Background: an optimization exercise with open tools, aiming at small area, a short achievable clock period and few clock cycles per item. Do not read the settings as production practice.
The RTL was checked by simulation tests, not by an equivalence proof against the original design.

===== design/flow/run.sh =====
#!/bin/bash
# synth_recipe.tcl (not shown) runs the flow's synth.tcl, then flattens the netlist and writes it again
# the make line also repeats each setting of config.mk as NAME=value (left out here)
make -C /OpenROAD-flow-scripts/flow DESIGN_CONFIG=/design/flow/config.mk WORK_HOME=/design/flow/orfs CLKGATE_MAP_FILE= SYNTH_SCRIPT=/design/flow/synth_recipe.tcl finish

===== design/flow/design.v =====
module bsm_xfade (
    input  wire        clk,
    input  wire        rst,
    input  wire        cmd_valid,
    output wire        cmd_ready,
    input  wire [11:0] cmd_len,
    input  wire        in_valid,
    output wire        in_ready,
    input  wire [15:0] in_dst,
    input  wire [15:0] in_src,
    output wire        out_valid,
    input  wire        out_ready,
    output wire [15:0] out_data
);
    localparam F   = 29;              
    localparam CT  = 14;            
    localparam K   = 3;               
    localparam W   = F + 16 - CT;     
    reg        active;    
    reg [11:0] left;      
    reg        first;     
    reg        rdy_r;     
    reg [2:0]  cnt;       
    reg        ne;        
    reg [1:0]  wp, rp;    
    reg        vA, vB;    
    reg [10:0] dv;        
    reg [11:0] pr;        
    reg [F:0]  q;         
    reg [3:0]  dcnt;      
    reg        dfirst;    
    reg [F-1:0] x;        
    reg [10:0]  r;        
    reg         rc;       
    wire cmd_fire = cmd_valid && !active;
    wire in_fire  = in_valid && rdy_r;
    wire pop      = out_ready && ne;
    assign cmd_ready = !active;
    assign in_ready  = rdy_r;
    reg [11:0] dr [0:K];
    reg [K-1:0] qb;
    reg [11:0] tw;
    integer j;
    always @* begin
        dr[0] = pr;
        for (j = 0; j < K; j = j + 1) begin
            tw = {dr[j][10:0], dfirst && (j == 0)};
            dr[j+1]   = dr[j][11] ? tw + {1'b0, dv} : tw - {1'b0, dv};
            qb[K-1-j] = !dr[j+1][11];
        end
    end
    wire [10:0]  rr  = pr[11] ? pr[10:0] + dv : pr[10:0];     
    wire [11:0]  rmd = {1'b0, rr} - {1'b0, dv};               
    wire [11:0]  rn  = {1'b0, r} + (rc ? rmd : {1'b0, rr});
    wire [12:0]  rt  = {rn[11], rn} + {rmd[11], rmd};         
    wire [F+1:0] xs  = {2'b0, x} + {1'b0, q} + {{(F+1){1'b0}}, rc};
    wire [F-1:0] xn  = (xs[F+1:F] != 2'b00) ? {F{1'b1}} : xs[F-1:0];
    reg [16:0] dlA;
    reg [15:0] sA;
    wire [W-1:0] ra, rb;
    xf_mul u_mul (.dl(dlA), .x(x), .s(sA), .ra(ra), .rb(rb));
    reg [W-1:0] raB, rbB;
    wire [W-1:0] y   = raB + rbB;
    wire [15:0]  hi  = y[W-1:W-16];
    wire         zi  = (y[W-17:W-27] == 11'd0);
    wire [15:0]  res = hi + {15'd0, hi[15] & ~zi};
    reg [15:0] mem [0:3];
    assign out_valid = ne;
    assign out_data  = mem[rp];
    wire [2:0] cnt_nx = cnt - {2'b0, pop} + {2'b0, vB};
    always @(posedge clk) begin
        if (vB)
            mem[wp] <= res;
        raB <= ra;
        rbB <= rb;
        dlA <= {in_dst[15], in_dst} - {in_src[15], in_src};
        sA  <= in_src;
        if (dcnt != 4'd0) begin
            dcnt <= dcnt - 4'd1;
            pr   <= dr[K];
            q    <= {q[F-K:0], qb};
        end
        dfirst <= 1'b0;
        if (cmd_fire) begin
            dv <= cmd_len[10:0] - 11'd1;
            q  <= {(F+1){1'b0}};
            if (cmd_len > 12'd512) begin
                dcnt <= 4'd7; pr <= 12'd256;
            end else if (cmd_len > 12'd64) begin
                dcnt <= 4'd8; pr <= 12'd32;
            end else if (cmd_len > 12'd8) begin
                dcnt <= 4'd9; pr <= 12'd4;
            end else begin
                dcnt <= 4'd10; pr <= 12'd0; dfirst <= 1'b1;
            end
        end
        if (in_fire) begin
            if (first) begin
                x  <= {F{1'b0}};
                r  <= 11'd0;
                rc <= 1'b0;
            end else begin
                x  <= xn;
                r  <= rn[10:0];
                rc <= !rt[12];
            end
        end
        if (rst) begin
            active <= 1'b0;
            left   <= 12'd0;
            first  <= 1'b0;
            rdy_r  <= 1'b0;
            cnt    <= 3'd0;
            ne     <= 1'b0;
            wp     <= 2'd0;
            rp     <= 2'd0;
            vA     <= 1'b0;
            vB     <= 1'b0;
            dcnt   <= 4'd0;
        end else begin
            cnt <= cnt_nx;
            ne  <= (cnt_nx != 3'd0);
            if (vB) wp <= wp + 2'd1;
            if (pop) rp <= rp + 2'd1;
            vA <= in_fire;
            vB <= vA;
            if (cmd_fire) begin
                active <= (cmd_len != 12'd0);
                left   <= cmd_len;
                first  <= 1'b1;
                rdy_r  <= (cmd_len != 12'd0)
                          && ({1'b0, cnt_nx} + {3'b0, vA} < 4'd4);
            end else begin
                if (in_fire) begin
                    left   <= left - 12'd1;
                    first  <= 1'b0;
                    active <= (left != 12'd1);
                end
                rdy_r <= active && !(in_fire && left == 12'd1)
                         && ((first && !in_fire) || (dcnt == 4'd0) || (dcnt == 4'd1))
                         && ({1'b0, cnt_nx} + {3'b0, vA} + {3'b0, in_fire} < 4'd4);
            end
        end
    end
endmodule
module xf_mul (
    input  wire [16:0] dl,
    input  wire [28:0] x,
    input  wire [15:0] s,
    output wire [44:14] ra,
    output wire [44:14] rb
);
    wire [17:-1] db = {dl[16], dl, 1'b0};
    wire [29:-1] xe = {1'b0, x, 1'b0};
    wire one0 = db[0] ^ db[-1];
    wire two0 = (db[1] & ~db[0] & ~db[-1]) | (~db[1] & db[0] & db[-1]);
    wire neg0 = db[1] & ~(db[0] & db[-1]);
    wire nneg0 = ~neg0;
    wire p0_14 = ((one0 & xe[14]) | (two0 & xe[13])) ^ neg0;
    wire p0_15 = ((one0 & xe[15]) | (two0 & xe[14])) ^ neg0;
    wire p0_16 = ((one0 & xe[16]) | (two0 & xe[15])) ^ neg0;
    wire p0_17 = ((one0 & xe[17]) | (two0 & xe[16])) ^ neg0;
    wire p0_18 = ((one0 & xe[18]) | (two0 & xe[17])) ^ neg0;
    wire p0_19 = ((one0 & xe[19]) | (two0 & xe[18])) ^ neg0;
    wire p0_20 = ((one0 & xe[20]) | (two0 & xe[19])) ^ neg0;
    wire p0_21 = ((one0 & xe[21]) | (two0 & xe[20])) ^ neg0;
    wire p0_22 = ((one0 & xe[22]) | (two0 & xe[21])) ^ neg0;
    wire p0_23 = ((one0 & xe[23]) | (two0 & xe[22])) ^ neg0;
    wire p0_24 = ((one0 & xe[24]) | (two0 & xe[23])) ^ neg0;
    wire p0_25 = ((one0 & xe[25]) | (two0 & xe[24])) ^ neg0;
    wire p0_26 = ((one0 & xe[26]) | (two0 & xe[25])) ^ neg0;
    wire p0_27 = ((one0 & xe[27]) | (two0 & xe[26])) ^ neg0;
    wire p0_28 = ((one0 & xe[28]) | (two0 & xe[27])) ^ neg0;
    wire p0_29 = ((one0 & xe[29]) | (two0 & xe[28])) ^ neg0;
    wire one1 = db[2] ^ db[1];
    wire two1 = (db[3] & ~db[2] & ~db[1]) | (~db[3] & db[2] & db[1]);
    wire neg1 = db[3] & ~(db[2] & db[1]);
    wire nneg1 = ~neg1;
    wire p1_12 = ((one1 & xe[12]) | (two1 & xe[11])) ^ neg1;
    wire p1_13 = ((one1 & xe[13]) | (two1 & xe[12])) ^ neg1;
    wire p1_14 = ((one1 & xe[14]) | (two1 & xe[13])) ^ neg1;
    wire p1_15 = ((one1 & xe[15]) | (two1 & xe[14])) ^ neg1;
    wire p1_16 = ((one1 & xe[16]) | (two1 & xe[15])) ^ neg1;
    wire p1_17 = ((one1 & xe[17]) | (two1 & xe[16])) ^ neg1;
    wire p1_18 = ((one1 & xe[18]) | (two1 & xe[17])) ^ neg1;
    wire p1_19 = ((one1 & xe[19]) | (two1 & xe[18])) ^ neg1;
    wire p1_20 = ((one1 & xe[20]) | (two1 & xe[19])) ^ neg1;
    wire p1_21 = ((one1 & xe[21]) | (two1 & xe[20])) ^ neg1;
    wire p1_22 = ((one1 & xe[22]) | (two1 & xe[21])) ^ neg1;
    wire p1_23 = ((one1 & xe[23]) | (two1 & xe[22])) ^ neg1;
    wire p1_24 = ((one1 & xe[24]) | (two1 & xe[23])) ^ neg1;
    wire p1_25 = ((one1 & xe[25]) | (two1 & xe[24])) ^ neg1;
    wire p1_26 = ((one1 & xe[26]) | (two1 & xe[25])) ^ neg1;
    wire p1_27 = ((one1 & xe[27]) | (two1 & xe[26])) ^ neg1;
    wire p1_28 = ((one1 & xe[28]) | (two1 & xe[27])) ^ neg1;
    wire p1_29 = ((one1 & xe[29]) | (two1 & xe[28])) ^ neg1;
    wire one2 = db[4] ^ db[3];
    wire two2 = (db[5] & ~db[4] & ~db[3]) | (~db[5] & db[4] & db[3]);
    wire neg2 = db[5] & ~(db[4] & db[3]);
    wire nneg2 = ~neg2;
    wire p2_10 = ((one2 & xe[10]) | (two2 & xe[9])) ^ neg2;
    wire p2_11 = ((one2 & xe[11]) | (two2 & xe[10])) ^ neg2;
    wire p2_12 = ((one2 & xe[12]) | (two2 & xe[11])) ^ neg2;
    wire p2_13 = ((one2 & xe[13]) | (two2 & xe[12])) ^ neg2;
    wire p2_14 = ((one2 & xe[14]) | (two2 & xe[13])) ^ neg2;
    wire p2_15 = ((one2 & xe[15]) | (two2 & xe[14])) ^ neg2;
    wire p2_16 = ((one2 & xe[16]) | (two2 & xe[15])) ^ neg2;
    wire p2_17 = ((one2 & xe[17]) | (two2 & xe[16])) ^ neg2;
    wire p2_18 = ((one2 & xe[18]) | (two2 & xe[17])) ^ neg2;
    wire p2_19 = ((one2 & xe[19]) | (two2 & xe[18])) ^ neg2;
    wire p2_20 = ((one2 & xe[20]) | (two2 & xe[19])) ^ neg2;
    wire p2_21 = ((one2 & xe[21]) | (two2 & xe[20])) ^ neg2;
    wire p2_22 = ((one2 & xe[22]) | (two2 & xe[21])) ^ neg2;
    wire p2_23 = ((one2 & xe[23]) | (two2 & xe[22])) ^ neg2;
    wire p2_24 = ((one2 & xe[24]) | (two2 & xe[23])) ^ neg2;
    wire p2_25 = ((one2 & xe[25]) | (two2 & xe[24])) ^ neg2;
    wire p2_26 = ((one2 & xe[26]) | (two2 & xe[25])) ^ neg2;
    wire p2_27 = ((one2 & xe[27]) | (two2 & xe[26])) ^ neg2;
    wire p2_28 = ((one2 & xe[28]) | (two2 & xe[27])) ^ neg2;
    wire p2_29 = ((one2 & xe[29]) | (two2 & xe[28])) ^ neg2;
    wire one3 = db[6] ^ db[5];
    wire two3 = (db[7] & ~db[6] & ~db[5]) | (~db[7] & db[6] & db[5]);
    wire neg3 = db[7] & ~(db[6] & db[5]);
    wire nneg3 = ~neg3;
    wire p3_8 = ((one3 & xe[8]) | (two3 & xe[7])) ^ neg3;
    wire p3_9 = ((one3 & xe[9]) | (two3 & xe[8])) ^ neg3;
    wire p3_10 = ((one3 & xe[10]) | (two3 & xe[9])) ^ neg3;
    wire p3_11 = ((one3 & xe[11]) | (two3 & xe[10])) ^ neg3;
    wire p3_12 = ((one3 & xe[12]) | (two3 & xe[11])) ^ neg3;
    wire p3_13 = ((one3 & xe[13]) | (two3 & xe[12])) ^ neg3;
    wire p3_14 = ((one3 & xe[14]) | (two3 & xe[13])) ^ neg3;
    wire p3_15 = ((one3 & xe[15]) | (two3 & xe[14])) ^ neg3;
    wire p3_16 = ((one3 & xe[16]) | (two3 & xe[15])) ^ neg3;
    wire p3_17 = ((one3 & xe[17]) | (two3 & xe[16])) ^ neg3;
    wire p3_18 = ((one3 & xe[18]) | (two3 & xe[17])) ^ neg3;
    wire p3_19 = ((one3 & xe[19]) | (two3 & xe[18])) ^ neg3;
    wire p3_20 = ((one3 & xe[20]) | (two3 & xe[19])) ^ neg3;
    wire p3_21 = ((one3 & xe[21]) | (two3 & xe[20])) ^ neg3;
    wire p3_22 = ((one3 & xe[22]) | (two3 & xe[21])) ^ neg3;
    wire p3_23 = ((one3 & xe[23]) | (two3 & xe[22])) ^ neg3;
    wire p3_24 = ((one3 & xe[24]) | (two3 & xe[23])) ^ neg3;
    wire p3_25 = ((one3 & xe[25]) | (two3 & xe[24])) ^ neg3;
    wire p3_26 = ((one3 & xe[26]) | (two3 & xe[25])) ^ neg3;
    wire p3_27 = ((one3 & xe[27]) | (two3 & xe[26])) ^ neg3;
    wire p3_28 = ((one3 & xe[28]) | (two3 & xe[27])) ^ neg3;
    wire p3_29 = ((one3 & xe[29]) | (two3 & xe[28])) ^ neg3;
    wire one4 = db[8] ^ db[7];
    wire two4 = (db[9] & ~db[8] & ~db[7]) | (~db[9] & db[8] & db[7]);
    wire neg4 = db[9] & ~(db[8] & db[7]);
    wire nneg4 = ~neg4;
    wire p4_6 = ((one4 & xe[6]) | (two4 & xe[5])) ^ neg4;
    wire p4_7 = ((one4 & xe[7]) | (two4 & xe[6])) ^ neg4;
    wire p4_8 = ((one4 & xe[8]) | (two4 & xe[7])) ^ neg4;
    wire p4_9 = ((one4 & xe[9]) | (two4 & xe[8])) ^ neg4;
    wire p4_10 = ((one4 & xe[10]) | (two4 & xe[9])) ^ neg4;
    wire p4_11 = ((one4 & xe[11]) | (two4 & xe[10])) ^ neg4;
    wire p4_12 = ((one4 & xe[12]) | (two4 & xe[11])) ^ neg4;
    wire p4_13 = ((one4 & xe[13]) | (two4 & xe[12])) ^ neg4;
    wire p4_14 = ((one4 & xe[14]) | (two4 & xe[13])) ^ neg4;
    wire p4_15 = ((one4 & xe[15]) | (two4 & xe[14])) ^ neg4;
    wire p4_16 = ((one4 & xe[16]) | (two4 & xe[15])) ^ neg4;
    wire p4_17 = ((one4 & xe[17]) | (two4 & xe[16])) ^ neg4;
    wire p4_18 = ((one4 & xe[18]) | (two4 & xe[17])) ^ neg4;
    wire p4_19 = ((one4 & xe[19]) | (two4 & xe[18])) ^ neg4;
    wire p4_20 = ((one4 & xe[20]) | (two4 & xe[19])) ^ neg4;
    wire p4_21 = ((one4 & xe[21]) | (two4 & xe[20])) ^ neg4;
    wire p4_22 = ((one4 & xe[22]) | (two4 & xe[21])) ^ neg4;
    wire p4_23 = ((one4 & xe[23]) | (two4 & xe[22])) ^ neg4;
    wire p4_24 = ((one4 & xe[24]) | (two4 & xe[23])) ^ neg4;
    wire p4_25 = ((one4 & xe[25]) | (two4 & xe[24])) ^ neg4;
    wire p4_26 = ((one4 & xe[26]) | (two4 & xe[25])) ^ neg4;
    wire p4_27 = ((one4 & xe[27]) | (two4 & xe[26])) ^ neg4;
    wire p4_28 = ((one4 & xe[28]) | (two4 & xe[27])) ^ neg4;
    wire p4_29 = ((one4 & xe[29]) | (two4 & xe[28])) ^ neg4;
    wire one5 = db[10] ^ db[9];
    wire two5 = (db[11] & ~db[10] & ~db[9]) | (~db[11] & db[10] & db[9]);
    wire neg5 = db[11] & ~(db[10] & db[9]);
    wire nneg5 = ~neg5;
    wire p5_4 = ((one5 & xe[4]) | (two5 & xe[3])) ^ neg5;
    wire p5_5 = ((one5 & xe[5]) | (two5 & xe[4])) ^ neg5;
    wire p5_6 = ((one5 & xe[6]) | (two5 & xe[5])) ^ neg5;
    wire p5_7 = ((one5 & xe[7]) | (two5 & xe[6])) ^ neg5;
    wire p5_8 = ((one5 & xe[8]) | (two5 & xe[7])) ^ neg5;
    wire p5_9 = ((one5 & xe[9]) | (two5 & xe[8])) ^ neg5;
    wire p5_10 = ((one5 & xe[10]) | (two5 & xe[9])) ^ neg5;
    wire p5_11 = ((one5 & xe[11]) | (two5 & xe[10])) ^ neg5;
    wire p5_12 = ((one5 & xe[12]) | (two5 & xe[11])) ^ neg5;
    wire p5_13 = ((one5 & xe[13]) | (two5 & xe[12])) ^ neg5;
    wire p5_14 = ((one5 & xe[14]) | (two5 & xe[13])) ^ neg5;
    wire p5_15 = ((one5 & xe[15]) | (two5 & xe[14])) ^ neg5;
    wire p5_16 = ((one5 & xe[16]) | (two5 & xe[15])) ^ neg5;
    wire p5_17 = ((one5 & xe[17]) | (two5 & xe[16])) ^ neg5;
    wire p5_18 = ((one5 & xe[18]) | (two5 & xe[17])) ^ neg5;
    wire p5_19 = ((one5 & xe[19]) | (two5 & xe[18])) ^ neg5;
    wire p5_20 = ((one5 & xe[20]) | (two5 & xe[19])) ^ neg5;
    wire p5_21 = ((one5 & xe[21]) | (two5 & xe[20])) ^ neg5;
    wire p5_22 = ((one5 & xe[22]) | (two5 & xe[21])) ^ neg5;
    wire p5_23 = ((one5 & xe[23]) | (two5 & xe[22])) ^ neg5;
    wire p5_24 = ((one5 & xe[24]) | (two5 & xe[23])) ^ neg5;
    wire p5_25 = ((one5 & xe[25]) | (two5 & xe[24])) ^ neg5;
    wire p5_26 = ((one5 & xe[26]) | (two5 & xe[25])) ^ neg5;
    wire p5_27 = ((one5 & xe[27]) | (two5 & xe[26])) ^ neg5;
    wire p5_28 = ((one5 & xe[28]) | (two5 & xe[27])) ^ neg5;
    wire p5_29 = ((one5 & xe[29]) | (two5 & xe[28])) ^ neg5;
    wire one6 = db[12] ^ db[11];
    wire two6 = (db[13] & ~db[12] & ~db[11]) | (~db[13] & db[12] & db[11]);
    wire neg6 = db[13] & ~(db[12] & db[11]);
    wire nneg6 = ~neg6;
    wire p6_2 = ((one6 & xe[2]) | (two6 & xe[1])) ^ neg6;
    wire p6_3 = ((one6 & xe[3]) | (two6 & xe[2])) ^ neg6;
    wire p6_4 = ((one6 & xe[4]) | (two6 & xe[3])) ^ neg6;
    wire p6_5 = ((one6 & xe[5]) | (two6 & xe[4])) ^ neg6;
    wire p6_6 = ((one6 & xe[6]) | (two6 & xe[5])) ^ neg6;
    wire p6_7 = ((one6 & xe[7]) | (two6 & xe[6])) ^ neg6;
    wire p6_8 = ((one6 & xe[8]) | (two6 & xe[7])) ^ neg6;
    wire p6_9 = ((one6 & xe[9]) | (two6 & xe[8])) ^ neg6;
    wire p6_10 = ((one6 & xe[10]) | (two6 & xe[9])) ^ neg6;
    wire p6_11 = ((one6 & xe[11]) | (two6 & xe[10])) ^ neg6;
    wire p6_12 = ((one6 & xe[12]) | (two6 & xe[11])) ^ neg6;
    wire p6_13 = ((one6 & xe[13]) | (two6 & xe[12])) ^ neg6;
    wire p6_14 = ((one6 & xe[14]) | (two6 & xe[13])) ^ neg6;
    wire p6_15 = ((one6 & xe[15]) | (two6 & xe[14])) ^ neg6;
    wire p6_16 = ((one6 & xe[16]) | (two6 & xe[15])) ^ neg6;
    wire p6_17 = ((one6 & xe[17]) | (two6 & xe[16])) ^ neg6;
    wire p6_18 = ((one6 & xe[18]) | (two6 & xe[17])) ^ neg6;
    wire p6_19 = ((one6 & xe[19]) | (two6 & xe[18])) ^ neg6;
    wire p6_20 = ((one6 & xe[20]) | (two6 & xe[19])) ^ neg6;
    wire p6_21 = ((one6 & xe[21]) | (two6 & xe[20])) ^ neg6;
    wire p6_22 = ((one6 & xe[22]) | (two6 & xe[21])) ^ neg6;
    wire p6_23 = ((one6 & xe[23]) | (two6 & xe[22])) ^ neg6;
    wire p6_24 = ((one6 & xe[24]) | (two6 & xe[23])) ^ neg6;
    wire p6_25 = ((one6 & xe[25]) | (two6 & xe[24])) ^ neg6;
    wire p6_26 = ((one6 & xe[26]) | (two6 & xe[25])) ^ neg6;
    wire p6_27 = ((one6 & xe[27]) | (two6 & xe[26])) ^ neg6;
    wire p6_28 = ((one6 & xe[28]) | (two6 & xe[27])) ^ neg6;
    wire p6_29 = ((one6 & xe[29]) | (two6 & xe[28])) ^ neg6;
    wire one7 = db[14] ^ db[13];
    wire two7 = (db[15] & ~db[14] & ~db[13]) | (~db[15] & db[14] & db[13]);
    wire neg7 = db[15] & ~(db[14] & db[13]);
    wire nneg7 = ~neg7;
    wire p7_0 = ((one7 & xe[0]) | (two7 & xe[-1])) ^ neg7;
    wire p7_1 = ((one7 & xe[1]) | (two7 & xe[0])) ^ neg7;
    wire p7_2 = ((one7 & xe[2]) | (two7 & xe[1])) ^ neg7;
    wire p7_3 = ((one7 & xe[3]) | (two7 & xe[2])) ^ neg7;
    wire p7_4 = ((one7 & xe[4]) | (two7 & xe[3])) ^ neg7;
    wire p7_5 = ((one7 & xe[5]) | (two7 & xe[4])) ^ neg7;
    wire p7_6 = ((one7 & xe[6]) | (two7 & xe[5])) ^ neg7;
    wire p7_7 = ((one7 & xe[7]) | (two7 & xe[6])) ^ neg7;
    wire p7_8 = ((one7 & xe[8]) | (two7 & xe[7])) ^ neg7;
    wire p7_9 = ((one7 & xe[9]) | (two7 & xe[8])) ^ neg7;
    wire p7_10 = ((one7 & xe[10]) | (two7 & xe[9])) ^ neg7;
    wire p7_11 = ((one7 & xe[11]) | (two7 & xe[10])) ^ neg7;
    wire p7_12 = ((one7 & xe[12]) | (two7 & xe[11])) ^ neg7;
    wire p7_13 = ((one7 & xe[13]) | (two7 & xe[12])) ^ neg7;
    wire p7_14 = ((one7 & xe[14]) | (two7 & xe[13])) ^ neg7;
    wire p7_15 = ((one7 & xe[15]) | (two7 & xe[14])) ^ neg7;
    wire p7_16 = ((one7 & xe[16]) | (two7 & xe[15])) ^ neg7;
    wire p7_17 = ((one7 & xe[17]) | (two7 & xe[16])) ^ neg7;
    wire p7_18 = ((one7 & xe[18]) | (two7 & xe[17])) ^ neg7;
    wire p7_19 = ((one7 & xe[19]) | (two7 & xe[18])) ^ neg7;
    wire p7_20 = ((one7 & xe[20]) | (two7 & xe[19])) ^ neg7;
    wire p7_21 = ((one7 & xe[21]) | (two7 & xe[20])) ^ neg7;
    wire p7_22 = ((one7 & xe[22]) | (two7 & xe[21])) ^ neg7;
    wire p7_23 = ((one7 & xe[23]) | (two7 & xe[22])) ^ neg7;
    wire p7_24 = ((one7 & xe[24]) | (two7 & xe[23])) ^ neg7;
    wire p7_25 = ((one7 & xe[25]) | (two7 & xe[24])) ^ neg7;
    wire p7_26 = ((one7 & xe[26]) | (two7 & xe[25])) ^ neg7;
    wire p7_27 = ((one7 & xe[27]) | (two7 & xe[26])) ^ neg7;
    wire p7_28 = ((one7 & xe[28]) | (two7 & xe[27])) ^ neg7;
    wire p7_29 = ((one7 & xe[29]) | (two7 & xe[28])) ^ neg7;
    wire one8 = db[16] ^ db[15];
    wire two8 = (db[17] & ~db[16] & ~db[15]) | (~db[17] & db[16] & db[15]);
    wire neg8 = db[17] & ~(db[16] & db[15]);
    wire nneg8 = ~neg8;
    wire p8_0 = ((one8 & xe[0]) | (two8 & xe[-1])) ^ neg8;
    wire p8_1 = ((one8 & xe[1]) | (two8 & xe[0])) ^ neg8;
    wire p8_2 = ((one8 & xe[2]) | (two8 & xe[1])) ^ neg8;
    wire p8_3 = ((one8 & xe[3]) | (two8 & xe[2])) ^ neg8;
    wire p8_4 = ((one8 & xe[4]) | (two8 & xe[3])) ^ neg8;
    wire p8_5 = ((one8 & xe[5]) | (two8 & xe[4])) ^ neg8;
    wire p8_6 = ((one8 & xe[6]) | (two8 & xe[5])) ^ neg8;
    wire p8_7 = ((one8 & xe[7]) | (two8 & xe[6])) ^ neg8;
    wire p8_8 = ((one8 & xe[8]) | (two8 & xe[7])) ^ neg8;
    wire p8_9 = ((one8 & xe[9]) | (two8 & xe[8])) ^ neg8;
    wire p8_10 = ((one8 & xe[10]) | (two8 & xe[9])) ^ neg8;
    wire p8_11 = ((one8 & xe[11]) | (two8 & xe[10])) ^ neg8;
    wire p8_12 = ((one8 & xe[12]) | (two8 & xe[11])) ^ neg8;
    wire p8_13 = ((one8 & xe[13]) | (two8 & xe[12])) ^ neg8;
    wire p8_14 = ((one8 & xe[14]) | (two8 & xe[13])) ^ neg8;
    wire p8_15 = ((one8 & xe[15]) | (two8 & xe[14])) ^ neg8;
    wire p8_16 = ((one8 & xe[16]) | (two8 & xe[15])) ^ neg8;
    wire p8_17 = ((one8 & xe[17]) | (two8 & xe[16])) ^ neg8;
    wire p8_18 = ((one8 & xe[18]) | (two8 & xe[17])) ^ neg8;
    wire p8_19 = ((one8 & xe[19]) | (two8 & xe[18])) ^ neg8;
    wire p8_20 = ((one8 & xe[20]) | (two8 & xe[19])) ^ neg8;
    wire p8_21 = ((one8 & xe[21]) | (two8 & xe[20])) ^ neg8;
    wire p8_22 = ((one8 & xe[22]) | (two8 & xe[21])) ^ neg8;
    wire p8_23 = ((one8 & xe[23]) | (two8 & xe[22])) ^ neg8;
    wire p8_24 = ((one8 & xe[24]) | (two8 & xe[23])) ^ neg8;
    wire p8_25 = ((one8 & xe[25]) | (two8 & xe[24])) ^ neg8;
    wire p8_26 = ((one8 & xe[26]) | (two8 & xe[25])) ^ neg8;
    wire p8_27 = ((one8 & xe[27]) | (two8 & xe[26])) ^ neg8;
    wire p8_28 = ((one8 & xe[28]) | (two8 & xe[27])) ^ neg8;
    wire s1, c2;
    assign {c2, s1} = p0_14 + p1_12;
    wire s3, c4;
    assign {c4, s3} = p0_15 + p1_13;
    wire s5, c6;
    assign {c6, s5} = p0_16 + p1_14 + p2_12;
    wire s7, c8;
    assign {c8, s7} = p0_17 + p1_15 + p2_13;
    wire s9, c10;
    assign {c10, s9} = p0_18 + p1_16;
    wire s11, c12;
    assign {c12, s11} = p0_19 + p1_17;
    wire s13, c14;
    assign {c14, s13} = p0_20 + p1_18;
    wire s15, c16;
    assign {c16, s15} = p0_21 + p1_19;
    wire s17, c18;
    assign {c18, s17} = p0_22 + p1_20;
    wire s19, c20;
    assign {c20, s19} = p0_23 + p1_21;
    wire s21, c22;
    assign {c22, s21} = p0_24 + p1_22;
    wire s23, c24;
    assign {c24, s23} = p0_25 + p1_23;
    wire s25, c26;
    assign {c26, s25} = p0_26 + p1_24;
    wire s27, c28;
    assign {c28, s27} = p0_27 + p1_25;
    wire s29, c30;
    assign {c30, s29} = p0_28 + p1_26;
    wire s31, c32;
    assign {c32, s31} = p0_29 + p1_27 + p2_25;
    wire s33, c34;
    assign {c34, s33} = nneg0 + p1_28 + p2_26;
    wire s35, c36;
    assign {c36, s35} = p3_24 + p4_22;
    wire s37, c38;
    assign {c38, s37} = p1_29 + p2_27 + p3_25;
    wire s39, c40;
    assign {c40, s39} = p4_23 + p5_21;
    wire s41, c42;
    assign {c42, s41} = nneg1 + p2_28 + p3_26;
    wire s43, c44;
    assign {c44, s43} = p2_29 + p3_27;
    wire s45, c46;
    assign {c46, s45} = s1 + p2_10 + p3_8;
    wire s47, c48;
    assign {c48, s47} = p4_6 + p5_4;
    wire s49, c50;
    assign {c50, s49} = c2 + s3 + p2_11;
    wire s51, c52;
    assign {c52, s51} = p3_9 + p4_7 + p5_5;
    wire s53, c54;
    assign {c54, s53} = p6_3 + p7_1;
    wire s55, c56;
    assign {c56, s55} = c4 + s5 + p3_10;
    wire s57, c58;
    assign {c58, s57} = p4_8 + p5_6 + p6_4;
    wire s59, c60;
    assign {c60, s59} = p7_2 + p8_0 + neg8;
    wire s61, c62;
    assign {c62, s61} = c6 + s7 + p3_11;
    wire s63, c64;
    assign {c64, s63} = p4_9 + p5_7 + p6_5;
    wire s65, c66;
    assign {c66, s65} = p7_3 + p8_1 + 1'b1;
    wire s67, c68;
    assign {c68, s67} = c8 + s9 + p2_14;
    wire s69, c70;
    assign {c70, s69} = p3_12 + p4_10 + p5_8;
    wire s71, c72;
    assign {c72, s71} = p6_6 + p7_4 + p8_2;
    wire s73, c74;
    assign {c74, s73} = c10 + s11 + p2_15;
    wire s75, c76;
    assign {c76, s75} = p3_13 + p4_11 + p5_9;
    wire s77, c78;
    assign {c78, s77} = p6_7 + p7_5 + p8_3;
    wire s79, c80;
    assign {c80, s79} = c12 + s13 + p2_16;
    wire s81, c82;
    assign {c82, s81} = p3_14 + p4_12 + p5_10;
    wire s83, c84;
    assign {c84, s83} = p6_8 + p7_6 + p8_4;
    wire s85, c86;
    assign {c86, s85} = c14 + s15 + p2_17;
    wire s87, c88;
    assign {c88, s87} = p3_15 + p4_13 + p5_11;
    wire s89, c90;
    assign {c90, s89} = p6_9 + p7_7 + p8_5;
    wire s91, c92;
    assign {c92, s91} = c16 + s17 + p2_18;
    wire s93, c94;
    assign {c94, s93} = p3_16 + p4_14 + p5_12;
    wire s95, c96;
    assign {c96, s95} = p6_10 + p7_8 + p8_6;
    wire s97, c98;
    assign {c98, s97} = c18 + s19 + p2_19;
    wire s99, c100;
    assign {c100, s99} = p3_17 + p4_15 + p5_13;
    wire s101, c102;
    assign {c102, s101} = p6_11 + p7_9 + p8_7;
    wire s103, c104;
    assign {c104, s103} = c20 + s21 + p2_20;
    wire s105, c106;
    assign {c106, s105} = p3_18 + p4_16 + p5_14;
    wire s107, c108;
    assign {c108, s107} = p6_12 + p7_10 + p8_8;
    wire s109, c110;
    assign {c110, s109} = c22 + s23 + p2_21;
    wire s111, c112;
    assign {c112, s111} = p3_19 + p4_17 + p5_15;
    wire s113, c114;
    assign {c114, s113} = p6_13 + p7_11 + p8_9;
    wire s115, c116;
    assign {c116, s115} = c24 + s25 + p2_22;
    wire s117, c118;
    assign {c118, s117} = p3_20 + p4_18 + p5_16;
    wire s119, c120;
    assign {c120, s119} = p6_14 + p7_12 + p8_10;
    wire s121, c122;
    assign {c122, s121} = c26 + s27 + p2_23;
    wire s123, c124;
    assign {c124, s123} = p3_21 + p4_19 + p5_17;
    wire s125, c126;
    assign {c126, s125} = p6_15 + p7_13 + p8_11;
    wire s127, c128;
    assign {c128, s127} = c28 + s29 + p2_24;
    wire s129, c130;
    assign {c130, s129} = p3_22 + p4_20 + p5_18;
    wire s131, c132;
    assign {c132, s131} = p6_16 + p7_14 + p8_12;
    wire s133, c134;
    assign {c134, s133} = c30 + s31 + p3_23;
    wire s135, c136;
    assign {c136, s135} = p4_21 + p5_19 + p6_17;
    wire s137, c138;
    assign {c138, s137} = p7_15 + p8_13 + s[0];
    wire s139, c140;
    assign {c140, s139} = c32 + s33 + s35;
    wire s141, c142;
    assign {c142, s141} = p5_20 + p6_18 + p7_16;
    wire s143, c144;
    assign {c144, s143} = p8_14 + s[1] + 1'b1;
    wire s145, c146;
    assign {c146, s145} = c34 + c36 + s37;
    wire s147, c148;
    assign {c148, s147} = s39 + p6_19 + p7_17;
    wire s149, c150;
    assign {c150, s149} = p8_15 + s[2] + 1'b1;
    wire s151, c152;
    assign {c152, s151} = c38 + c40 + s41;
    wire s153, c154;
    assign {c154, s153} = p4_24 + p5_22 + p6_20;
    wire s155, c156;
    assign {c156, s155} = p7_18 + p8_16 + s[3];
    wire s157, c158;
    assign {c158, s157} = c42 + s43 + p4_25;
    wire s159, c160;
    assign {c160, s159} = p5_23 + p6_21 + p7_19;
    wire s161, c162;
    assign {c162, s161} = p8_17 + s[4] + 1'b1;
    wire s163, c164;
    assign {c164, s163} = c44 + nneg2 + p3_28;
    wire s165, c166;
    assign {c166, s165} = p4_26 + p5_24 + p6_22;
    wire s167, c168;
    assign {c168, s167} = p7_20 + p8_18 + s[5];
    wire s169, c170;
    assign {c170, s169} = p3_29 + p4_27 + p5_25;
    wire s171, c172;
    assign {c172, s171} = p6_23 + p7_21 + p8_19;
    wire s173, c174;
    assign {c174, s173} = s[6] + 1'b1;
    wire s175, c176;
    assign {c176, s175} = nneg3 + p4_28 + p5_26;
    wire s177, c178;
    assign {c178, s177} = p6_24 + p7_22 + p8_20;
    wire s179, c180;
    assign {c180, s179} = p4_29 + p5_27 + p6_25;
    wire s181, c182;
    assign {c182, s181} = p7_23 + p8_21;
    wire s183, c184;
    assign {c184, s183} = nneg4 + p5_28 + p6_26;
    wire s185, c186;
    assign {c186, s185} = p5_29 + p6_27;
    wire s187, c188;
    assign {c188, s187} = s45 + s47 + p6_2;
    wire s189, c190;
    assign {c190, s189} = c46 + c48 + s49;
    wire s191, c192;
    assign {c192, s191} = s51 + s53;
    wire s193, c194;
    assign {c194, s193} = c50 + c52 + c54;
    wire s195, c196;
    assign {c196, s195} = s55 + s57 + s59;
    wire s197, c198;
    assign {c198, s197} = c56 + c58 + c60;
    wire s199, c200;
    assign {c200, s199} = s61 + s63 + s65;
    wire s201, c202;
    assign {c202, s201} = c62 + c64 + c66;
    wire s203, c204;
    assign {c204, s203} = s67 + s69 + s71;
    wire s205, c206;
    assign {c206, s205} = c68 + c70 + c72;
    wire s207, c208;
    assign {c208, s207} = s73 + s75 + s77;
    wire s209, c210;
    assign {c210, s209} = c74 + c76 + c78;
    wire s211, c212;
    assign {c212, s211} = s79 + s81 + s83;
    wire s213, c214;
    assign {c214, s213} = c80 + c82 + c84;
    wire s215, c216;
    assign {c216, s215} = s85 + s87 + s89;
    wire s217, c218;
    assign {c218, s217} = c86 + c88 + c90;
    wire s219, c220;
    assign {c220, s219} = s91 + s93 + s95;
    wire s221, c222;
    assign {c222, s221} = c92 + c94 + c96;
    wire s223, c224;
    assign {c224, s223} = s97 + s99 + s101;
    wire s225, c226;
    assign {c226, s225} = c98 + c100 + c102;
    wire s227, c228;
    assign {c228, s227} = s103 + s105 + s107;
    wire s229, c230;
    assign {c230, s229} = c104 + c106 + c108;
    wire s231, c232;
    assign {c232, s231} = s109 + s111 + s113;
    wire s233, c234;
    assign {c234, s233} = c110 + c112 + c114;
    wire s235, c236;
    assign {c236, s235} = s115 + s117 + s119;
    wire s237, c238;
    assign {c238, s237} = c116 + c118 + c120;
    wire s239, c240;
    assign {c240, s239} = s121 + s123 + s125;
    wire s241, c242;
    assign {c242, s241} = c122 + c124 + c126;
    wire s243, c244;
    assign {c244, s243} = s127 + s129 + s131;
    wire s245, c246;
    assign {c246, s245} = c128 + c130 + c132;
    wire s247, c248;
    assign {c248, s247} = s133 + s135 + s137;
    wire s249, c250;
    assign {c250, s249} = c134 + c136 + c138;
    wire s251, c252;
    assign {c252, s251} = s139 + s141 + s143;
    wire s253, c254;
    assign {c254, s253} = c140 + c142 + c144;
    wire s255, c256;
    assign {c256, s255} = s145 + s147 + s149;
    wire s257, c258;
    assign {c258, s257} = c146 + c148 + c150;
    wire s259, c260;
    assign {c260, s259} = s151 + s153 + s155;
    wire s261, c262;
    assign {c262, s261} = c152 + c154 + c156;
    wire s263, c264;
    assign {c264, s263} = s157 + s159 + s161;
    wire s265, c266;
    assign {c266, s265} = c158 + c160 + c162;
    wire s267, c268;
    assign {c268, s267} = s163 + s165 + s167;
    wire s269, c270;
    assign {c270, s269} = c164 + c166 + c168;
    wire s271, c272;
    assign {c272, s271} = s169 + s171 + s173;
    wire s273, c274;
    assign {c274, s273} = c170 + c172 + c174;
    wire s275, c276;
    assign {c276, s275} = s175 + s177 + s[7];
    wire s277, c278;
    assign {c278, s277} = c176 + c178 + s179;
    wire s279, c280;
    assign {c280, s279} = s181 + s[8] + 1'b1;
    wire s281, c282;
    assign {c282, s281} = c180 + c182 + s183;
    wire s283, c284;
    assign {c284, s283} = p7_24 + p8_22 + s[9];
    wire s285, c286;
    assign {c286, s285} = c184 + s185 + p7_25;
    wire s287, c288;
    assign {c288, s287} = p8_23 + s[10] + 1'b1;
    wire s289, c290;
    assign {c290, s289} = c186 + nneg5 + p6_28;
    wire s291, c292;
    assign {c292, s291} = p7_26 + p8_24 + s[11];
    wire s293, c294;
    assign {c294, s293} = p6_29 + p7_27 + p8_25;
    wire s295, c296;
    assign {c296, s295} = s[12] + 1'b1;
    wire s297, c298;
    assign {c298, s297} = nneg6 + p7_28 + p8_26;
    wire s299, c300;
    assign {c300, s299} = p7_29 + p8_27;
    wire s301, c302;
    assign {c302, s301} = s187 + p7_0;
    wire s303, c304;
    assign {c304, s303} = c188 + s189 + s191;
    wire s305, c306;
    assign {c306, s305} = c190 + c192 + s193;
    wire s307, c308;
    assign {c308, s307} = c194 + c196 + s197;
    wire s309, c310;
    assign {c310, s309} = c198 + c200 + s201;
    wire s311, c312;
    assign {c312, s311} = c202 + c204 + s205;
    wire s313, c314;
    assign {c314, s313} = c206 + c208 + s209;
    wire s315, c316;
    assign {c316, s315} = c210 + c212 + s213;
    wire s317, c318;
    assign {c318, s317} = c214 + c216 + s217;
    wire s319, c320;
    assign {c320, s319} = c218 + c220 + s221;
    wire s321, c322;
    assign {c322, s321} = c222 + c224 + s225;
    wire s323, c324;
    assign {c324, s323} = c226 + c228 + s229;
    wire s325, c326;
    assign {c326, s325} = c230 + c232 + s233;
    wire s327, c328;
    assign {c328, s327} = c234 + c236 + s237;
    wire s329, c330;
    assign {c330, s329} = c238 + c240 + s241;
    wire s331, c332;
    assign {c332, s331} = c242 + c244 + s245;
    wire s333, c334;
    assign {c334, s333} = c246 + c248 + s249;
    wire s335, c336;
    assign {c336, s335} = c250 + c252 + s253;
    wire s337, c338;
    assign {c338, s337} = c254 + c256 + s257;
    wire s339, c340;
    assign {c340, s339} = c258 + c260 + s261;
    wire s341, c342;
    assign {c342, s341} = c262 + c264 + s265;
    wire s343, c344;
    assign {c344, s343} = c266 + c268 + s269;
    wire s345, c346;
    assign {c346, s345} = c270 + c272 + s273;
    wire s347, c348;
    assign {c348, s347} = c274 + c276 + s277;
    wire s349, c350;
    assign {c350, s349} = c278 + c280 + s281;
    wire s351, c352;
    assign {c352, s351} = c282 + c284 + s285;
    wire s353, c354;
    assign {c354, s353} = c286 + c288 + s289;
    wire s355, c356;
    assign {c356, s355} = c290 + c292 + s293;
    wire s357, c358;
    assign {c358, s357} = c294 + c296 + s297;
    wire s359, c360;
    assign {c360, s359} = c298 + s299 + s[14];
    wire s361, c362;
    assign {c362, s361} = c300 + nneg7 + p8_28;
    wire s363, c364;
    assign {c364, s363} = s301 + neg7;
    wire s365, c366;
    assign {c366, s365} = c302 + s303 + 1'b1;
    wire s367, c368;
    assign {c368, s367} = c304 + s305 + s195;
    wire s369, c370;
    assign {c370, s369} = c306 + s307 + s199;
    wire s371, c372;
    assign {c372, s371} = c308 + s309 + s203;
    wire s373, c374;
    assign {c374, s373} = c310 + s311 + s207;
    wire s375, c376;
    assign {c376, s375} = c312 + s313 + s211;
    wire s377, c378;
    assign {c378, s377} = c314 + s315 + s215;
    wire s379, c380;
    assign {c380, s379} = c316 + s317 + s219;
    wire s381, c382;
    assign {c382, s381} = c318 + s319 + s223;
    wire s383, c384;
    assign {c384, s383} = c320 + s321 + s227;
    wire s385, c386;
    assign {c386, s385} = c322 + s323 + s231;
    wire s387, c388;
    assign {c388, s387} = c324 + s325 + s235;
    wire s389, c390;
    assign {c390, s389} = c326 + s327 + s239;
    wire s391, c392;
    assign {c392, s391} = c328 + s329 + s243;
    wire s393, c394;
    assign {c394, s393} = c330 + s331 + s247;
    wire s395, c396;
    assign {c396, s395} = c332 + s333 + s251;
    wire s397, c398;
    assign {c398, s397} = c334 + s335 + s255;
    wire s399, c400;
    assign {c400, s399} = c336 + s337 + s259;
    wire s401, c402;
    assign {c402, s401} = c338 + s339 + s263;
    wire s403, c404;
    assign {c404, s403} = c340 + s341 + s267;
    wire s405, c406;
    assign {c406, s405} = c342 + s343 + s271;
    wire s407, c408;
    assign {c408, s407} = c344 + s345 + s275;
    wire s409, c410;
    assign {c410, s409} = c346 + s347 + s279;
    wire s411, c412;
    assign {c412, s411} = c348 + s349 + s283;
    wire s413, c414;
    assign {c414, s413} = c350 + s351 + s287;
    wire s415, c416;
    assign {c416, s415} = c352 + s353 + s291;
    wire s417, c418;
    assign {c418, s417} = c354 + s355 + s295;
    wire s419, c420;
    assign {c420, s419} = c356 + s357 + s[13];
    wire s421, c422;
    assign {c422, s421} = c358 + s359 + 1'b1;
    wire s423, c424;
    assign {c424, s423} = c360 + s361 + s[15];
    wire [44:0] rA = {c422, c420, c418, c416, c414, c412, c410, c408, c406, c404, c402, c400, c398, c396, c394, c392, c390, c388, c386, c384, c382, c380, c378, c376, c374, c372, c370, c368, c366, c364, s363, 1'b0, 1'b0, 1'b0, 1'b0, 1'b0, 1'b0, 1'b0, 1'b0, 1'b0, 1'b0, 1'b0, 1'b0, 1'b0, 1'b0};
    wire [44:0] rB = {s423, s421, s419, s417, s415, s413, s411, s409, s407, s405, s403, s401, s399, s397, s395, s393, s391, s389, s387, s385, s383, s381, s379, s377, s375, s373, s371, s369, s367, s365, 1'b1, 1'b0, 1'b0, 1'b0, 1'b0, 1'b0, 1'b0, 1'b0, 1'b0, 1'b0, 1'b0, 1'b0, 1'b0, 1'b0, 1'b0};
    assign ra = rA[44:14];
    assign rb = rB[44:14];
endmodule

===== design/flow/config.mk =====
export PLATFORM = sky130hd
export DESIGN_NAME = bsm_xfade
export DESIGN_NICKNAME = bsm_xfade
export VERILOG_FILES = /design/flow/design.v
export SDC_FILE = /design/flow/constraint.sdc
export NUM_CORES = 4
export LEC_CHECK = 0
export ABC_AREA = 1
export CAP_MARGIN = 20
export CORE_MARGIN = 2
export CORE_UTILIZATION = 40
export PLACE_DENSITY = 0.6
export SETUP_SLACK_MARGIN = 5
export SLEW_MARGIN = 20

===== design/flow/constraint.sdc =====
create_clock -name core_clock -period 10.0 [get_ports {clk}]
set_input_delay 2.0000 -clock core_clock [delete_from_list [all_inputs] [get_ports {clk}]]
set_output_delay 2.0000 -clock core_clock [all_outputs]
set_load 0.01 [all_outputs]

==> run notes, run 1 <==
maximum fanout along the worst path=6; Initial Utilization=40.19%; worst relative slew slack=a little under a third; Post-synth EDFFs=128; drc violations=0; CTS buffer count=36; CTS Hold Buffers Added=0; total number of vias=between 20k and 25k; Buf/Inv on CP=4; Avg WL per Cell=17.15 um; worst skew pair latency=0.56 ns; Synth area leader=edfxtp_1; hold crit path type=flop to flop; total wire length=79120 um; clock tree buffer depth=3; Final Net Count=4108; CP top delay family=adder cells; GPL Wtd Cong=0.9157; CTS tree=yes; Data required, critical path=10.30 ns; First-pass DRT Iterations=5; Fin. Hold Viols=0; Mapped Cells=approximately 3.6k; Max Cap Viol=0; Min Hold Slack=0.4750 ns; layout cells sized above 1=7.431%; Core Footprint=69790 um2; post-DP HPWL=60800 um; Max Clk Rate=between 200 and 250 MHz; DIE WIDTH=268.8 um; worst reg2reg path depth=22; Row Count=between 90 and 100; status=finished clean; initial antenna violation count=2; mapped cell area=28050 um2; initial DRC count=1784; TNS Setup=0 ns; crit path cell chain=inv_2 -> ha_2 -> inv_2 -> o21ai_2 -> inv_1 -> fa_2 -> inv_1 -> ha_1 -> nand2_1 -> o21ai_2 -> a31oi_1 -> o21ai_1 -> xnor2_1 -> o21ai_1 -> ha_1 -> a21oi_1 -> o21bai_1 -> a21oi_1 -> o21ai_2 -> nand3b_1 -> nand3_2 -> a21oi_1; Final Skew=0.01868 ns; WS Path Type=flop to flop; critical path depth in cells=22; top area cells in the synthesized netlist=edfxtp_1, fa_1, dfxtp_1; arrival time worst endpoint=5.10 ns; ys async rst share=0%; largest net degree at the start of global routing=47; first-pass GRT wire length=around 120000 um; Post-DRT Antenna Nets=0; Non-Filler Instances=4614; GRT Util Overall=21.86%; clock-pin slew on the worst setup and hold paths=0.06 ns; post-synth top area share=13.70%; area of the die=72250 um2; CP Capture Type=flop; CP startpoint kind=flop; Ports=68; antenna fix cells=0; RSZ-0062 raised after global routing=true; syn avg cell area=7.793 um2; final worst path period need=approximately 4.8 ns; Die H=268.8 um; Final period util=47.94%; Worst path max stage delay=0.57 ns; Sinks on Clock Net=284; Overflow after GRT=0; yosys warns=2; Critical-path top delay cell=fa_2; htree depth=2; Max Slew Vio Count=0; Least-Margin Pin Slew=about 1.0 ns; placed cells=4513; vias in the first global route=about 23k; CTS root buffer=clkbuf_16; flops & latches, synth=284; synth unique cells=62; main flop type after synthesis=dfxtp_1; sequential element share of the synthesized area=between 20% and 30%; Port Buffers=between 60 and 70; Post-Syn Nets=4061; filler cell count=7031; DR vias/cell=5.143; final setup fails=0; Synth-to-Final Area Change=12.16%; hold depth=1
stage by stage:
| stage | utilization [%] | cell area, um2 | setup WS [ns] |
|---|---|---|---|
| detailed placement | 42.37 | 29570 | 4.270 |
| global route | 45.08 | 31460 | 4.882 |
| global placement | 42.37 | 29570 | 4.428 |
| floorplan | - | 28050 | 5.255 |
| finish | 45.08 | 31460 | 5.206 |
| CTS | 44.20 | 30850 | 4.998 |
cell usage after synthesis (7+ instances only):
library cell / number
a211oi_1: 7
a21o_1: 8
a21oi_1: 152
a31oi_1: 17
buf_1: 8
buf_2: 16
clkbuf_1: 80
clkinv_1: 11
dfxtp_1: 156
edfxtp_1: 128
fa_1: 185
ha_1: 228
inv_1: 606
inv_2: 14
nand2_1: 644
nand2_2: 27
nand3_1: 117
nand3_2: 7
nand4_1: 36
nor2_1: 302
nor2_2: 12
nor3_1: 28
o211ai_1: 9
o21ai_0: 135
o21ai_1: 12
o21bai_1: 16
o22ai_1: 220
xnor2_1: 43
xor2_1: 307
cells by family (layout without fill, tap and decap cells):
family	count (synthesis)	count (layout)	synth area share, %
and+or+nand+nor	1202	1202	18.02
buffers and inverters	741	816	10.12
AOI/OAI and AO/OA	607	607	12.62
adders and majority gates	413	413	23.38
xor gates and xnor gates	351	351	10.99
DFF	284	284	24.84
muxes	1	1	0.03569
worst paths after layout:
check,startpoint,to,slack [ns]
setup / recovery,dv[0]$_DFFE_PP_,pr[11]$_SDFFCE_PP0P_,5.21
hold / removal,rp[0]$_SDFFE_PP0P_,rp[0]$_SDFFE_PP0P_,0.48
setup reg to reg,dv[0]$_DFFE_PP_,pr[11]$_SDFFCE_PP0P_,5.21
hold reg to reg,rp[0]$_SDFFE_PP0P_,rp[0]$_SDFFE_PP0P_,0.48
cells in the final DEF, fill, tap and decap left out, types with 19 or more instances in the layout:
| master | instances |
|---|---|
| a21oi_1 | 145 |
| buf_4 | 49 |
| clkbuf_16 | 38 |
| clkdlybuf4s50_1 | 67 |
| dfxtp_1 | 155 |
| edfxtp_1 | 128 |
| fa_1 | 182 |
| ha_1 | 205 |
| inv_1 | 596 |
| inv_2 | 19 |
| nand2_1 | 639 |
| nand2_2 | 29 |
| nand3_1 | 114 |
| nand4_1 | 36 |
| nor2_1 | 298 |
| nor3_1 | 23 |
| o21ai_0 | 110 |
| o21ai_1 | 26 |
| o22ai_1 | 220 |
| xnor2_1 | 40 |
| xor2_1 | 304 |
layer usage:
metal  wire length (um)  vias up  part of all wire [%]  track usage, %
li1                   -    11750                     -               -
met1              36310    11120                    46           30.16
met2              35520      724                    45           35.04
met3               5046      132                   6.4           3.489
met4               2248        0                   2.8           6.922
met5                  0        -                     0               0
worst reg2reg max path, delay by kind of cell, from the launching register on:
kind / cells / cell delay, ns
buf+inv: 4 / 0.29
fa+ha+maj: 4 / 1.70
flops: 1 / 0.39
compound gates: 10 / 1.71
simple gates: 3 / 0.36
xor+xnor: 1 / 0.11
area by class of cell:
type / instances / area, um2 / share of cell area (%)
clock inverter: 10 / 125.1 / 0.3977
multi-input combinational: 2574 / 18680 / 59.37
timing repair inverter: 1 / 5.005 / 0.01591
sequential: 284 / 6968 / 22.15
timing repair buffer: 118 / 1061 / 3.373
inverter: 631 / 2389 / 7.592
tap: 940 / 1176 / 3.738
clock buffer: 56 / 1059 / 3.365
state kept, by name, indices dropped and copies added (netlist names), 16 cells and up, named ones only:
register	cells
mem	64
q	30
dlA	17
x	29
sA	16
rbB	30
raB	31
timing repair:
item / in CTS / in global routing
resized for setup: 22 / 103
endpoints found under the setup margin: 13 / 18
pin swaps: 1 / 19
gates cloned: 1 / 0
buffers inserted: 7 / 27
Testbench counts, summed over its fixed seeds: cycles 41,401, items 38,279.
==> inputs of run 2 (changes only) <==
--- a/design/flow/config.mk
+++ b/design/flow/config.mk
@@ -5,7 +5,7 @@
 export SDC_FILE = /design/flow/constraint.sdc
 export NUM_CORES = 4
 export LEC_CHECK = 0
-export ABC_AREA = 1
+export ABC_CLOCK_PERIOD_IN_PS = 5000
 export CAP_MARGIN = 20
 export CORE_MARGIN = 2
 export CORE_UTILIZATION = 40
==> run notes, run 2 <==
filler cell count=5941; register area=6968 um2; Avg WL per Cell=18.40 um; TNS Setup=0 ns; Post-Syn Nets=3226; maximum fanout along the worst path=6; total number of vias=20.38k; area of the multi-input gates=18500 um2; Final period util=approximately 51%; synth cell count leaders=inv_1, ha_1, xnor2_1; Worst path max stage delay=approximately 0.46 ns; initial antenna violation count=0; Critical-path top delay cell=edfxtp_1; initial DRC count=1342; Fin. Hold Viols=0; CP top delay family=compound AO/OA/AOI/OAI gates; yosys warns=2; Synth area leader=edfxtp_1; Mapped Cells=2764; Synth-to-Final Area Change=16.92%; Biggest register=mem; DR vias/cell=5.476; clock-pin slew on the worst setup and hold paths=0.06 ns; Sinks on Clock Net=284; clock tree buffer depth=3; DIE WIDTH=259.4 um; CP startpoint kind=flop; Overflow after GRT=0; GPL Wtd Cong=~0.87; status=finished clean; final setup fails=0; vias in the first global route=20.75k; CTS Hold Buffers Added=0; Top cell by count, worst path=buf_4; commonest cells after routing, fill and taps aside=inv_1, ha_1, xnor2_1, fa_1, nand2_1; arrival time worst endpoint=approximately 5.4 ns; top flop regs=mem: 64 flops, raB: 31 flops; layout cells sized above 1=13.53%; main flop type after synthesis=dfxtp_1; final worst setup slack=4.897 ns; Buf/Inv on CP=6; Initial Utilization=40.48%; synth unique cells=86; Post-DRT Antenna Nets=0; Ports=68; hold crit path type=flop to flop; worst skew pair latency=0.56 ns; area of the die=a little under 70000 um2; flops & latches, synth=approximately 280; Max Cap Viol=0; leading cell type in the layout, fill and taps excluded=inv_1; GRT Util Overall=19.95%; Max Slew Vio Count=0; max FFs per register=64; Post-synth EDFFs=128; antenna fix cells=0; post-DP HPWL=49310 um; Core Footprint=around 64000 um2; WS Path Type=flop to flop; sequential element share of the synthesized area=26.70%; htree depth=2; total wire length=68500 um; Data required, critical path=10.31 ns; RSZ-0062 raised after global routing=true; syn avg cell area=9.441 um2; Final Skew=0.02864 ns; CTS tree=yes; post-synth top area share=14.73%; First-pass DRT Iterations=8; worst relative slew slack=25.13%; Least-Margin Pin Slew=about 1.1 ns; pre-CTS setup slack=around 4 ns; Die H=259.4 um; ys async rst share=0%; crit path cell chain=buf_4 -> buf_6 -> inv_6 -> buf_4 -> a31oi_2 -> xnor2_1 -> ha_2 -> o21ai_0 -> o21ai_2 -> a31oi_4 -> xnor2_2 -> ha_4 -> and3_1 -> a21oi_2 -> nor4bb_4 -> a21oi_2 -> xnor2_2 -> buf_4 -> ha_4 -> inv_1 -> a221oi_2 -> mux2i_1 -> xnor2_1 -> and2_1; Final Net Count=3302; top area cells in the synthesized netlist=edfxtp_1, fa_1, dfxtp_1; drc violations=0; Row Count=93; largest net degree at the start of global routing=56; first-pass GRT wire length=109200 um; mapped cell area=26090 um2; CTS buffer count=36; Port Buffers=67; count leader, synth=inv_1; CP Capture Type=flop; Max Clk Rate=196.0 MHz; CTS root buffer=clkbuf_16; final worst path period need=between 5 and 6 ns
-- run 2: cell types whose count changed after synthesis, sizes merged, moves of 42 or more --
cell / previous run / this run
xnor2: 43 / 205
o22ai: 220 / 4
nor2: 318 / 151
inv: 620 / 302
a21o: 8 / 50
xor2: 308 / 157
nand3: 124 / 24
nor2b: 0 / 45
o21ai: 150 / 81
nand2: 671 / 169
a22oi: 2 / 163
-- run 2: final cells by class --
cell class,count,area share [%]
multi-input combinational,2031,60.65
sequential,284,22.84
timing repair buffer,183,5.155
inverter,304,3.781
tap,855,3.507
clock buffer,43,3.244
clock inverter,22,0.8243
-- run 2: worst paths after layout --
path                      startpoint                   end  slack [ns]  cells after the start
hold / removal    q[27]$_SDFFE_PP0P_    q[27]$_SDFFE_PP0P_        0.46                      2
hold reg to reg   q[27]$_SDFFE_PP0P_    q[27]$_SDFFE_PP0P_        0.46                      2
setup reg to reg     dv[0]$_DFFE_PP_  pr[11]$_SDFFCE_PP0P_        4.90                     24
setup / recovery     dv[0]$_DFFE_PP_  pr[11]$_SDFFCE_PP0P_        4.90                     24
-- run 2: cell families after synthesis --
group           count (synthesis)  synth area share (%)
compound gates                658                 16.85
xor+xnor                      362                 12.18
fa+ha+maj                     413                 25.13
buf+inv                       450                 6.574
flops                         284                 26.70
mux                            41                 2.378
simple gates                  556                 10.19
-- run 2: metrics by stage --
step	util, %	instance area (um2)	instances	hold WS, ns
after floorplan	-	26170	2764	0.4362
after global placement	42.74	27550	3564	0.4557
after detailed placement	42.74	27550	3564	0.4533
after CTS	45.57	29380	3666	0.4616
after global routing	47.33	30510	3722	0.4734
final	47.33	30510	3722	0.4639
-- run 2: per-layer routing --
metal  track usage, %  wire length, um  vias to the layer above
met4            5.731             1513                        0
met2            33.05            32180                      587
met1            26.64            30340                    10020
li1                 -                -                     9670
met5                0                0                        -
met3            3.525             4460                       99
-- run 2: tightest hold or removal path: cells and delay by family, from the launching register on --
| family | cells | cell delay [ns] |
|---|---|---|
| flip-flops | 1 | 0.31 |
| AO/OA/AOI/OAI | 1 | 0.05 |
| AND/OR/NAND/NOR | 1 | 0.05 |
-- run 2: timing repair --
| action | CTS | global route |
|---|---|---|
| resized for setup | 60 | 151 |
| pin swaps | 37 | 93 |
| setup buffers | 36 | 55 |
| endpoints found under the setup margin | 23 | 68 |
| gates cloned | 1 | 1 |
| endpoints found under the hold margin | 0 | 0 |
==> inputs of run 3 (changes only) <==
==> design/flow/config.mk (replaced) <==
export PLATFORM = sky130hd
export DESIGN_NAME = bsm_xfade
export DESIGN_NICKNAME = bsm_xfade
export VERILOG_FILES = /design/flow/design.v
export SDC_FILE = /design/flow/constraint.sdc
export NUM_CORES = 4
export LEC_CHECK = 0
export CAP_MARGIN = 20
export CORE_MARGIN = 2
export CORE_UTILIZATION = 60
export CTS_BUF_LIST = sky130_fd_sc_hd__clkbuf_4 sky130_fd_sc_hd__clkbuf_8
export PLACE_DENSITY = 0.7
export SETUP_SLACK_MARGIN = 5
export SLEW_MARGIN = 20
==> run notes, run 3 <==
arrival time worst endpoint=5.70 ns; Max Clk Rate=188.4 MHz; crit path cell chain=ha_2 -> inv_2 -> fa_2 -> mux2i_4 -> buf_4 -> ha_1 -> nor2b_1 -> o21ai_1 -> a21oi_1 -> o21ai_1 -> a21boi_2 -> o21ai_2 -> buf_4 -> a21boi_2 -> o31a_1 -> a21oi_1 -> mux2_4 -> ha_4 -> nor3_1 -> or3_1 -> xnor2_1 -> ha_1 -> o41ai_2 -> o21ai_1; post-synth top area share=14.73%; Synth-to-Final Area Change=13.52%; Least-Margin Pin Slew=1.076 ns; Synth area leader=edfxtp_1; Port Buffers=67; first-pass GRT wire length=110100 um; final worst path period need=approximately 5.3 ns; Data required, critical path=roughly 10 ns; Non-Filler Instances=3479; Synth Area in Compound Gates=~17%; htree depth=2; yosys warns=2; worst skew pair latency=0.67 ns; Post-Syn Nets=3226; worst reg2reg path depth=24; Sinks on Clock Net=284; Overflow after GRT=0; Core Footprint=42980 um2; TNS Setup=0 ns; Row Count=76; Max Cap Viol=0; leading cell type in the layout, fill and taps excluded=inv_1; GPL Wtd Cong=0.9121; commonest cells after routing, fill and taps aside=inv_1, ha_1, xnor2_1, fa_1, a21oi_1; worst relative slew slack=28.17%; maximum fanout along the worst path=3; First-pass DRT Iterations=5; total number of vias=approximately 21k; RSZ-0062 raised after global routing=true; drc violations=0; syn avg cell area=9.441 um2; status=finished clean; Post-DRT Antenna Nets=0; Final period util=53.07%; largest net degree at the start of global routing=56; initial DRC count=about 1.7k; CTS tree=yes; clock-pin slew on the worst setup and hold paths=0.07 ns; post-DP HPWL=between 50000 and 60000 um; GRT Util Overall=between 30 and 40%; adder-cell area share of the yosys netlist=25.13%; mapped cell area=around 26000 um2; r2r setup slk=4.69 ns; CP Capture Type=flop; mux contribution to synthesized area=about 2.4%; Die H=212.5 um; main flop type after synthesis=dfxtp_1; Fin. Hold Viols=0; final setup fails=0; flops & latches, synth=284; CTS buffer count=50; placed cells=3299; top flop regs=mem: 64 flops, raB: 31 flops; Avg WL per Cell=20.22 um; Worst path max stage delay=0.58 ns; DR vias/cell=6.005; Top cell by count, worst path=o21ai_1; vias in the first global route=21.02k; pre-CTS setup slack=between 4 and 5 ns; reg2reg end=rc$_SDFFCE_PP0P_; max FFs per register=64; Final Net Count=3312; hold depth=2; sequential element share of the synthesized area=26.70%; Max Slew Vio Count=0; layout cells sized above 1=13.18%; synth unique cells=between 80 and 90; CP startpoint kind=flop; Post-synth EDFFs=128; top area cells in the synthesized netlist=edfxtp_1, fa_1, dfxtp_1; Critical-path top delay cell=fa_2; Mapped Cells=approximately 2.8k; Met1 Routed Length=30380 um; DIE WIDTH=212.5 um; Simple-Gate Fraction of Synth Area=10.19%; Max Used Layer=met5; Initial Utilization=60.71%; CTS root buffer=clkbuf_8; Final Skew=0.02277 ns; final worst setup slack=4.693 ns; initial antenna violation count=5; hold endpoint=q[28]$_SDFFE_PP0P_; clock tree buffer depth=3; XOR/XNOR Fraction of Synth Area=12.18%; combinational family with the most area after synthesis=adder cells; Ports=just under 70; ys async rst share=0%; metal3 WL=5727 um; Worst Hold Launch=q[28]$_SDFFE_PP0P_; area of the die=45170 um2; total wire length=70350 um; reg2reg start=dv[0]$_DFFE_PP_; hold crit path type=flop to flop; WS Path Type=flop to flop; count leader, synth=inv_1; Biggest register=mem; routed wl met2=32400 um; synth cell count leaders=inv_1, ha_1, xnor2_1
## run 3: cell counts after synthesis
Identical to the previous run, type by type.
## run 3: per-layer routing
metal	GRT usage, %	vias up
met5	0	-
met4	9.067	4
met3	7.238	145
met2	49.59	833
met1	42.01	10220
li1	-	9693
## run 3: area by class of cell
| cell class | count | area (um2) |
|---|---|---|
| inverter | 304 | 1166 |
| clock inverter | 26 | 192.7 |
| sequential | 284 | 6968 |
| tap | 585 | 732.0 |
| clock buffer | 67 | 865.8 |
| multi-input combinational | 2030 | 18140 |
| antenna | 3 | 7.507 |
| timing repair buffer | 180 | 1550 |
| fill | 3405 | 13360 |
## run 3: cells by family after synthesis
| family | Yosys count |
|---|---|
| buffers and inverters | 450 |
| adder cells (fa/ha/maj) | 413 |
| AND/OR/NAND/NOR | 556 |
| XOR/XNOR | 362 |
| AO/OA/AOI/OAI | 658 |
| flip-flops | 284 |
| multiplexers | 41 |
## run 3: how the worst max path moves through the flow
stage,startpoint,end,slack [ns],cells after the start
6_report,dv[0]$_DFFE_PP_,rc$_SDFFCE_PP0P_,4.69,24
5_1_grt,dv[0]$_DFFE_PP_,rc$_SDFFCE_PP0P_,4.47,27
4_1_cts,dv[1]$_DFFE_PP_,pr[11]$_SDFFCE_PP0P_,4.90,25
3_5_place_dp,pr[11]$_SDFFCE_PP0P_,rc$_SDFFCE_PP0P_,4.29,22
3_3_place_gp,pr[11]$_SDFFCE_PP0P_,rc$_SDFFCE_PP0P_,4.46,21
2_1_floorplan,dv[1]$_DFFE_PP_,rc$_SDFFCE_PP0P_,5.00,23
## run 3: worst max-delay path, delay by kind of cell (launching register included)
family	cells	cell delay [ns]
adders and majority gates	5	1.59
buffers and inverters	3	0.31
muxes	2	0.36
AOI/OAI and AO/OA	10	1.62
xor gates and xnor gates	1	0.15
DFF	1	0.42
and+or+nand+nor	3	0.58
## run 3: timing repair
item                                    4_1_cts  5_1_grt
buffers inserted                             45       38
endpoints found under the setup margin       15       31
resized for setup                            55      107
hold buffers                                  0        0
gates cloned                                  1        0
pin swaps                                    40       72
## run 3: through the flow
stage / hold WS, ns / cell area, um2 / utilization [%]
floorplan: 0.4362 / 26170 / -
CTS: 0.4677 / 28860 / 67.15
global route: 0.4911 / 29620 / 68.91
global placement: 0.4521 / 27260 / 63.41
finish: 0.4649 / 29620 / 68.92
detailed placement: 0.4588 / 27260 / 63.42

-- afterwards: timing with drivers on the ports --
In the flow no input, the clock included, has a driving cell. The finished layouts below were timed again as built, in two steps. Step 1 (the two cells are an assumption about what drives the block):
set clk [get_ports {clk}]
set_driving_cell -lib_cell sky130_fd_sc_hd__clkbuf_16 $clk
set_driving_cell -lib_cell sky130_fd_sc_hd__buf_2 [delete_from_list [all_inputs] $clk]
Step 2 adds t to the input delays and takes it off the output delays; t is the mean of the earliest and latest rising clock arrival at the registers after step 1. Input paths then give back, and output paths get back, about the clock's delay inside the block. a / b / c = ideal ports / drivers / drivers and shift; a / b = the first two.
run | t, ns | slack for setup (ns) | latest minus earliest clock arrival (ns) | slew at the worst register clock pin (ns)
run 1 | 0.617 | 5.206 / 5.206 / 5.043 | 0.024 / 0.024 | 0.06 / 0.06
run 2 | 0.607 | 4.897 / 4.897 / 4.797 | 0.029 / 0.030 | 0.07 / 0.07
run 3 | 0.708 | 4.693 / 4.693 / 4.601 | 0.031 / 0.032 | 0.09 / 0.09
After both steps setup and hold are still met in every run listed. For run 1, which loses most, drivers alone change the setup slack by 0.000 ns; drivers and shift together by -0.163 ns.
